Background: an optimization exercise with open tools, aiming at small area, a short achievable clock period and few clock cycles. Do not read the settings as production practice. The RTL was checked by simulation tests, not by an equivalence proof against the original design. The clock cells of this run come from the design's own scripts or RTL, not from TritonCTS. No driver is modelled on the clock port, so clock power and skew are understated where the tree is cut down; a real chip needs a root buffer or a tree. Power figures rest on the tool's default switching activity, not on a simulated workload.

## flow/manual_cts_inv8x8.tcl

```tcl
# PRE_CTS_TCL hook: builds the clock tree by hand and leaves ORFS's
# clock_tree_synthesis with nothing to do. The clock port drives four root
# clkinv_8 inverters; each drives two leaf clkinv_8 inverters, and each
# leaf drives the flip-flops of one placement region (regions made by
# splitting the flip-flops at the median, along the wider side, again and
# again). Every register sits two inversions from the clock port, so it
# sees the clock's own polarity. The rest of the CTS step (legalizing,
# timing repair) runs as usual.

# Splits items {x y ...} into k groups by recursive median bisection.
proc mct_bisect {items k} {
  if {$k <= 1 || [llength $items] < 2} { return [list $items] }
  set xs [lsort -integer [lmap i $items {lindex $i 0}]]
  set ys [lsort -integer [lmap i $items {lindex $i 1}]]
  set dx [expr {[lindex $xs end] - [lindex $xs 0]}]
  set dy [expr {[lindex $ys end] - [lindex $ys 0]}]
  set sorted [lsort -integer -index [expr {$dx >= $dy ? 0 : 1}] $items]
  set k1 [expr {$k / 2}]
  set n1 [expr {[llength $sorted] * $k1 / $k}]
  return [concat [mct_bisect [lrange $sorted 0 [expr {$n1 - 1}]] $k1] \
                 [mct_bisect [lrange $sorted $n1 end] [expr {$k - $k1}]]]
}

proc mct_centroid {grp} {
  set sx 0
  set sy 0
  foreach s $grp {
    incr sx [lindex $s 0]
    incr sy [lindex $s 1]
  }
  return [list [expr {$sx / [llength $grp]}] [expr {$sy / [llength $grp]}]]
}

proc mct_add_buf {block master name loc innet} {
  set inst [odb::dbInst_create $block $master $name]
  $inst setLocation {*}$loc
  $inst setPlacementStatus PLACED
  set net [odb::dbNet_create $block "${name}_net"]
  $net setSigType CLOCK
  [$inst findITerm A] connect $innet
  [$inst findITerm $::mct_out] connect $net
  return $net
}

proc manual_clock_tree {nroot nleaf bufname} {
  set block [ord::get_db_block]
  set master [[ord::get_db] findMaster $bufname]
  set clknet [$block findNet clk]
  set sinks {}
  foreach it [$clknet getITerms] {
    lassign [[$it getInst] getLocation] x y
    lappend sinks [list $x $y $it]
  }
  set leaves [mct_bisect $sinks $nleaf]
  set litems {}
  set i 0
  foreach grp $leaves {
    lappend litems [list {*}[mct_centroid $grp] $i]
    incr i
  }
  set r 0
  foreach rgrp [mct_bisect $litems $nroot] {
    set rnet [mct_add_buf $block $master "clkinvroot_$r" [mct_centroid $rgrp] $clknet]
    foreach l $rgrp {
      set i [lindex $l 2]
      set grp [lindex $leaves $i]
      set lnet [mct_add_buf $block $master "clkinvleaf_$i" [lrange $l 0 1] $rnet]
      foreach s $grp {
        set it [lindex $s 2]
        $it disconnect
        $it connect $lnet
      }
      puts "manual clock tree: clkinvroot_$r -> clkinvleaf_$i -> [llength $grp] clock pins"
    }
    incr r
  }
}

set ::mct_out Y
manual_clock_tree 4 8 sky130_fd_sc_hd__clkinv_8
set_propagated_clock [all_clocks]
rename clock_tree_synthesis orfs_clock_tree_synthesis_unused
proc clock_tree_synthesis {args} {
  puts "clock_tree_synthesis skipped: the clock tree was built by the PRE_CTS hook"
}
# cts.tcl runs repair_clock_inverters after this hook; it would clone the
# tree's inverters next to every register. The design has no other clock
# inverters, so it has nothing else to do.
rename repair_clock_inverters orfs_repair_clock_inverters_unused
proc repair_clock_inverters {args} {
  puts "repair_clock_inverters skipped: the clock tree was built by the PRE_CTS hook"
}
```

## config.mk

```make
export PLATFORM = sky130hd
export DESIGN_NAME = daly_rx
export DESIGN_NICKNAME = daly_rx
export VERILOG_FILES = /design/flow/design.v
export SDC_FILE = /design/flow/constraint.sdc
export NUM_CORES = 4
export LEC_CHECK = 0
export ABC_AREA = 1
export CAP_MARGIN = 20
export CORE_MARGIN = 2
export CORE_UTILIZATION = 55
export PLACE_DENSITY = 0.65
export SETUP_SLACK_MARGIN = 4.4
export SLEW_MARGIN = 20
```

## design.v

```verilog
module daly_rx (
    input  wire        clk,
    input  wire        rst,
    input  wire        start_valid,
    output wire        start_ready,
    input  wire [7:0]  start_cmd,
    input  wire [7:0]  start_n,
    input  wire        start_w2,
    input  wire [7:0]  start_count,
    input  wire        rx_valid,
    output wire        rx_ready,
    input  wire [7:0]  rx_data,
    input  wire        rx_last,
    input  wire        rx_ctl,
    output wire        item_valid,
    input  wire        item_ready,
    output wire [15:0] item_data,
    output wire        log_valid,
    output wire        log_kind,
    output wire [7:0]  log_a,
    output wire [7:0]  log_b,
    output wire        done,
    output wire [7:0]  done_frames,
    output wire [7:0]  done_items,
    output wire [2:0]  done_detail
);
    localparam D_NONE      = 3'd0;
    localparam D_READ_ERR  = 3'd1;
    localparam D_NO_DATA   = 3'd2;
    localparam D_SHORT     = 3'd3;
    localparam D_CHECKSUM  = 3'd4;
    localparam D_COMMAND   = 3'd5;
    reg        sr;             
    reg        rdy;            
    reg        rx_on;          
    reg        done_r;
    reg        emit;           
    reg [2:0]  nx;             
    reg [7:0]  x_cmd;
    reg        x_w2;
    reg [7:0]  x_count;
    reg [7:0]  nleft;          
    reg [3:0]  bc;             
    reg [7:0]  d_r;            
    reg        v_r;            
    reg        s_r;            
    reg [7:0]  sum;            
    reg        cmd_ok;
    reg [7:0]  idx;            
    reg [7:0]  pb [0:6];       
    reg [15:0] itm;            
    reg [7:0]  frames;
    reg [7:0]  series;
    reg [7:0]  la;             
    reg [2:0]  detail;
    reg        log_v;
    reg        log_k;
    assign start_ready = sr;
    assign rx_ready    = rdy;
    assign item_valid  = emit;
    assign item_data   = itm;
    assign log_valid   = log_v;
    assign log_kind    = log_k;
    assign log_a       = la;
    assign log_b       = idx;
    assign done        = done_r;
    assign done_frames = frames;
    assign done_items  = series;
    assign done_detail = detail;
    wire start_take = start_valid && sr;
    wire take  = rx_valid && rdy;
    wire b12   = (bc == 4'd12);
    wire [3:0] bc1 = bc + 4'd1;
    wire short = take && !rx_ctl && !b12 && rx_last;
    wire rx_on_n = rx_on && !(take && (rx_ctl || (b12 ? nleft == 8'd1 : rx_last)));
    wire e_r   = v_r && (bc == 4'd0);      
    wire eq    = (d_r == sum);
    wire [7:0] series1 = series + 8'd1;
    wire more  = (series != x_count);
    wire okf   = e_r && eq && cmd_ok;
    wire lk    = okf && more;
    wire [7:0] frames1 = frames + 8'd1;
    wire mm    = (idx != frames1);
    wire emit_take = emit && item_ready;
    wire last_item = (series1 == x_count) || (nx == (x_w2 ? 3'd3 : 3'd7));
    wire emit_n    = lk || (emit && !(item_ready && last_item));
    wire fin_n     = !rx_on_n && !emit_n && !take;
    wire [3:0] freed = x_w2 ? {nx, 1'b0} : {1'b0, nx};
    wire stall_n = emit && (b12 || bc >= freed + 4'd4);
    wire [15:0] item_sel = x_w2 ? {pb[{nx[1:0], 1'b0}], pb[{nx[1:0], 1'b1}]}
                                : {{8{pb[nx][7]}}, pb[nx]};
    always @(posedge clk) begin
        if (take)
            bc <= b12 ? 4'd0 : bc1;
        d_r <= take ? rx_data : 8'd0;
        v_r <= !rst && take;
        s_r <= !rst && short;
        sum <= (v_r && bc == 4'd1 ? 8'd0 : sum) + d_r;
        if (v_r) begin
            if (bc == 4'd3)
                cmd_ok <= (d_r == x_cmd);
            if (bc == 4'd5)
                idx <= d_r;
            if (bc == 4'd6)  pb[0] <= d_r;
            if (bc == 4'd7)  pb[1] <= d_r;
            if (bc == 4'd8)  pb[2] <= d_r;
            if (bc == 4'd9)  pb[3] <= d_r;
            if (bc == 4'd10) pb[4] <= d_r;
            if (bc == 4'd11) pb[5] <= d_r;
            if (bc == 4'd12) pb[6] <= d_r;
        end
        if (e_r) begin
            nleft <= nleft - 8'd1;
            log_k <= 1'b1;
            if (!eq)
                detail <= D_CHECKSUM;
            else if (!cmd_ok)
                detail <= D_COMMAND;
            else
                frames <= frames1;
        end
        if (s_r) begin
            log_k  <= 1'b0;
            detail <= D_SHORT;
            idx    <= 8'd0;
        end
        la <= s_r ? {4'd0, bc} : frames1;
        if (take && rx_ctl)
            detail <= rx_data[0] ? D_READ_ERR : D_NO_DATA;
        if (!emit || item_ready)
            itm <= item_sel;
        if (!emit)
            nx <= lk ? 3'd1 : 3'd0;
        if (emit_take) begin
            series <= series1;
            nx     <= nx + 3'd1;
        end
        if (start_take) begin
            x_cmd  <= start_cmd;
            x_w2   <= start_w2;
            x_count <= start_count;
            nleft  <= start_n;
            bc     <= 4'd0;
            frames <= 8'd0;
            series <= 8'd0;
            detail <= D_NONE;
        end
    end
    always @(posedge clk) begin
        emit  <= !rst && emit_n;
        log_v <= !rst && (s_r || (lk && mm));
    end
    always @(posedge clk) begin
        if (rst) begin
            sr     <= 1'b1;
            rdy    <= 1'b0;
            rx_on  <= 1'b0;
            done_r <= 1'b0;
        end else begin
            if (start_take) begin
                sr     <= (start_n == 8'd0);
                rdy    <= (start_n != 8'd0);
                rx_on  <= (start_n != 8'd0);
                done_r <= (start_n == 8'd0);
            end else if (!sr) begin
                rx_on  <= rx_on_n;
                rdy    <= rx_on_n && !stall_n;
                done_r <= fin_n;
                sr     <= fin_n;
            end else begin
                done_r <= 1'b0;
            end
        end
    end
endmodule
```

## flow/run.sh

```bash
#!/bin/bash
# The standard ORFS layout, with two changes: the ports get plain buf_2
# buffers, and the clock tree is built by hand (flow/manual_cts_inv8x8.tcl, run as
# ORFS's PRE_CTS hook) as two levels of clkinv_8 inverters.
set -euo pipefail
here=$(cd "$(dirname "${BASH_SOURCE[0]}")" && pwd)
export BUFFER_PORTS_ARGS="-buffer_cell sky130_fd_sc_hd__buf_2"
export PRE_CTS_TCL="$here/manual_cts_inv8x8.tcl"
bash standard.sh > standard.log 2>&1
```

## standard.sh

```bash
#!/bin/bash
# synth_recipe.tcl (not shown) runs the flow's synth.tcl, then flattens the netlist and writes it again
# the make line also repeats each setting of config.mk as NAME=value (left out here)
make -C /OpenROAD-flow-scripts/flow DESIGN_CONFIG=/design/flow/config.mk WORK_HOME=/design/flow/orfs CLKGATE_MAP_FILE= SYNTH_SCRIPT=/design/flow/synth_recipe.tcl "${@:-finish}"
```

## constraint.sdc

```tcl
create_clock -name core_clock -period 6.5 [get_ports {clk}]
set_input_delay 1.3000 -clock core_clock [delete_from_list [all_inputs] [get_ports {clk}]]
set_output_delay 1.3000 -clock core_clock [all_outputs]
set_load 0.01 [all_outputs]
```

==> key figures <==
Synth
  • Syn_nets: 954
  • Main synth FF type: edfxtp_1
  • Post-synthesis cell type count: 47
  • XOR/XNOR Fraction of Synth Area: between 3 and 4%
  • Mapped Area: 7980 um^2
  • Largest cells by area after synthesis: edfxtp_1 38%, dfxtp_1 16%, nand2_1 9.4%, inv_1 4.6%, o21ai_0 4.6%
  • Synth Area in Compound Gates: approximately an eighth
  • Share of the synthesized area in the top cell type: a little under two fifths
  • Sequential share of the synthesized area: 54.1%
  • Post-synthesis mux area share: 0%
  • EDFF count, synth: 101
  • FF+latch count, synth: about 170
  • Largest family of logic cells by synthesized area: simple AND/OR/NAND/NOR gates
  • Cell taking the most area after synthesis: edfxtp_1
  • Post-Synthesis Cells: 888
  • Share of synthesized registers carrying an async set or reset: 0%
  • Simple-gate share of the synthesized area: around a fifth
  • Ys Warns: 2
  • Syn Area/Cell: 8.98 um^2
  • Adder-cell share of the synthesized area: 4.17%

Route
  • Wirelength per Cell: 16.6 um
  • Initial DRC Count: a little under 600
  • 1st-pass router iterations: 6
  • Antenna viol nets, final: 0
  • Vias per cell: ~5.5
  • Drc violations: 0
  • Via count: 6620
  • Routed WL: 19900 um

Critical path
  • Worst path arrival time: about 2100 ps
  • Crit path max-delay family: simple AND/OR/NAND/NOR gates
  • Crit-path max FO: 2
  • CP Class: in2reg
  • Critical Path Source Type: primary input
  • Critical Path RT: between 6000 and 7000 ps
  • Endpoint class of the critical path: flop
  • Worst setup path start: start_n[0]
  • WP buf/inv: 1
  • CP peak stage delay: 240 ps
  • Reg2Reg Launch Point: bc[0]
  • Cell Chain, Critical Path: buf_8 -> nor2_4 -> nand2_2 -> nor3_2 -> nor3b_4 -> or2_4 -> a31oi_1
  • Critical-path top delay cell: nor3b_4

Run status
  • Status: complete, no violations

Die
  • Cell row count: 44
  • CORE AREA: 14400 um^2
  • Die area: about 15000 um^2
  • Die H: 124 um
  • Die W: 124 um
  • IO Count: 97
  • Initial Utilization: 55.5%

Timing
  • Unrepaired setup endpoints after global routing: yes
  • Setup TNS: 0 ps
  • Part of the cycle the worst path needs: between 30% and 40%
  • Slew of the pin with the lowest slew margin: 1000 ps
  • Max-slew violation count: 0
  • Fin. Hold Viols: 0
  • Relative slew margins: 33.0%
  • Endpoints failing setup: 0
  • Crit path time final: 2100 ps
  • Worst clock skew: between 20 and 25 ps
  • Setup slack after layout: 4400 ps
  • F_max: about 480 MHz

GRT
  • Largest net degree at the start of global routing: 39
  • Initial antenna violation count: 0
  • Grt total ovfl: 0
  • Total GRT Usage: approximately a quarter
  • Vias in the first global route: 6220
  • Global-route wire length before repair: 30900 um

Placed design
  • Detailed Place HPWL: 13600 um
  • Pre-CTS WS: 3270 ps
  • I/O Buffers: 96
  • Final GP Congestion: about 0.9

Power
  • Pwr per Cell Area: roughly 210 nW/um^2
  • Leakage power total: 0.00391 uW
  • VDD IR max: 0.153 mV

Job
  • Max-Cap Viols: 0

Cells and area
  • Final Core Density: 65.7%
  • Ant. Diodes: 0
  • Nets: about 1100
  • Area Overhead vs Synth: 18.4%
  • Share of cells above drive strength 1: 24.7%
  • Fill count: 1205

Hold path
  • Hold path start: log_k
  • Worst min path class: reg2reg

Clocking
  • CTS Hold Bufs: 0
  • Worst-Skew Late Latency: ~150 ps
  • CTS clk-pin slew, worst paths: 80 ps
flip-flops by register name, indices dropped and copies added, names as in the netlist, 4 cells and up:
signal   flops
d_r          8
sum          8
series       8
frames       8
x_count      8
la           8
x_cmd        8
itm         16
bc           4
nleft        8
idx          8
pb          56
layout by cell type (no fill, tap or decap), drive strengths merged:
cell type	Yosys	layout
nand3b	3	3
buf	14	136
xor2	11	11
or2	2	2
nand3	43	44
xnor2	19	19
inv	107	103
nor4	1	1
ha	25	25
xor3	1	1
nor2	90	90
edfxtp	101	101
fa	1	1
nor3	16	16
o21ai	78	78
nand4	10	10
clkinv	2	14
o211ai	8	9
nand2	202	202
a21oi	47	47
o2111ai	2	2
clkinvlp	0	5
a211oi	1	1
and3	1	1
nor3b	1	1
a221oi	12	12
o21a	2	2
or3	1	1
a31oi	3	3
o221ai	1	1
dfxtp	64	64
o22ai	8	8
final timing paths:
check	to	slack, ps	cells past startpoint
setup / recovery	rx_on	4400	7
hold / removal	log_k	470	2
setup reg to reg	sum[6]	4460	11
hold reg to reg	log_k	470	2
cell usage after synthesis (2+ instances only):
cell / count
a21oi_1: 42
a21oi_2: 5
a221oi_1: 12
a31oi_1: 3
buf_1: 4
buf_2: 8
clkbuf_1: 11
dfxtp_1: 64
edfxtp_1: 101
ha_1: 25
inv_1: 98
inv_2: 9
nand2_1: 199
nand2_2: 3
nand3_1: 41
nand3b_1: 3
nand4_1: 10
nor2_1: 84
nor2_2: 5
nor3_1: 15
o2111ai_1: 2
o211ai_1: 7
o21a_1: 2
o21ai_0: 73
o21ai_2: 4
o22ai_1: 8
or2_2: 2
xnor2_1: 19
xor2_1: 11
area by class of cell:
type	count	area, um^2	share of cell area [%]
flip-flops and latches	165	4340	46.0
multi-input cells	591	3420	36.2
inverters	121	638	6.75
well taps	184	230	2.44
repair inverters	1	5.00	0.0530
repair buffers	136	815	8.62
logic make-up after synthesis:
family / after synthesis
AND/OR/NAND/NOR: 370
flip-flops: 165
AO/OA/AOI/OAI: 162
buffers and inverters: 134
XOR/XNOR: 31
adder cells (fa/ha/maj): 26
power by group:
group / internal (uW) / total, uW / switching [uW]
registers: 1170 / 1200 / 38.8
logic: 136 / 311 / 175
clock network: 84.1 / 440 / 356
metrics by stage:
| step | area [um^2] | std cells | hold slack, ps | power (uW) |
|---|---|---|---|---|
| after CTS | 9140 | 1178 | 471 | 1940 |
| after global placement | 8580 | 1143 | 450 | 1480 |
| after detailed placement | 8580 | 1143 | 452 | 1490 |
| after floorplan | 8020 | 888 | 479 | 1420 |
| final | 9450 | 1198 | 465 | 1960 |
| after global routing | 9450 | 1198 | 503 | 2050 |
repair_timing:
item,4_1_cts,5_1_grt
resized for setup,49,51
gates cloned,0,3
setup buffers,23,17
endpoints found under the setup margin,87,65
pin swaps,11,18
routing by layer:
metal | share of wire, % | track usage [%] | up-vias | wire length (um)
met4 | 1.9 | 4.16 | 0 | 372
met3 | 5.9 | 2.02 | 29 | 1170
met5 | 0 | 0 | - | 0
li1 | - | - | 3252 | -
met2 | 48 | 40.9 | 238 | 9610
met1 | 44 | 34.5 | 3101 | 8700
worst reg2reg max path, delay by kind of cell, from the launching register on:
family | cells | cell delay (ps)
XOR/XNOR | 1 | 130
AO/OA/AOI/OAI | 3 | 380
flip-flops | 1 | 390
AND/OR/NAND/NOR | 5 | 590
adder cells (fa/ha/maj) | 2 | 480
Testbench counts, summed over its fixed seeds: cycles 56,088.

## re-timing with driven ports
The flow's constraints put no driver on any port. The routed layout listed below was extracted and timed again, unchanged, in two steps. Step 1: set_driving_cell puts a clkbuf_16 on clk and a buf_2 on each other input, an assumption about the parent block. Step 2 moves the port delays by t, midway between the first and last clock arrival at a register: inputs arrive t later, outputs are due t later. That takes back most of the time a late clock gives input paths. Slacks: ideal / step 1 / step 2; pairs: ideal / step 1.
shift t [ns]: 0.287
setup WS [ns]: 4.396 / 4.277 / 4.211
worst setup path after step 2: input to register
latest minus earliest clock arrival (ns): 0.023 / 0.023
slew at the worst register clock pin (ns): 0.09 / 0.09
After both steps this run still meets setup and hold. For this run, drivers alone change the setup slack by -0.119 ns; drivers and shift together by -0.185 ns.
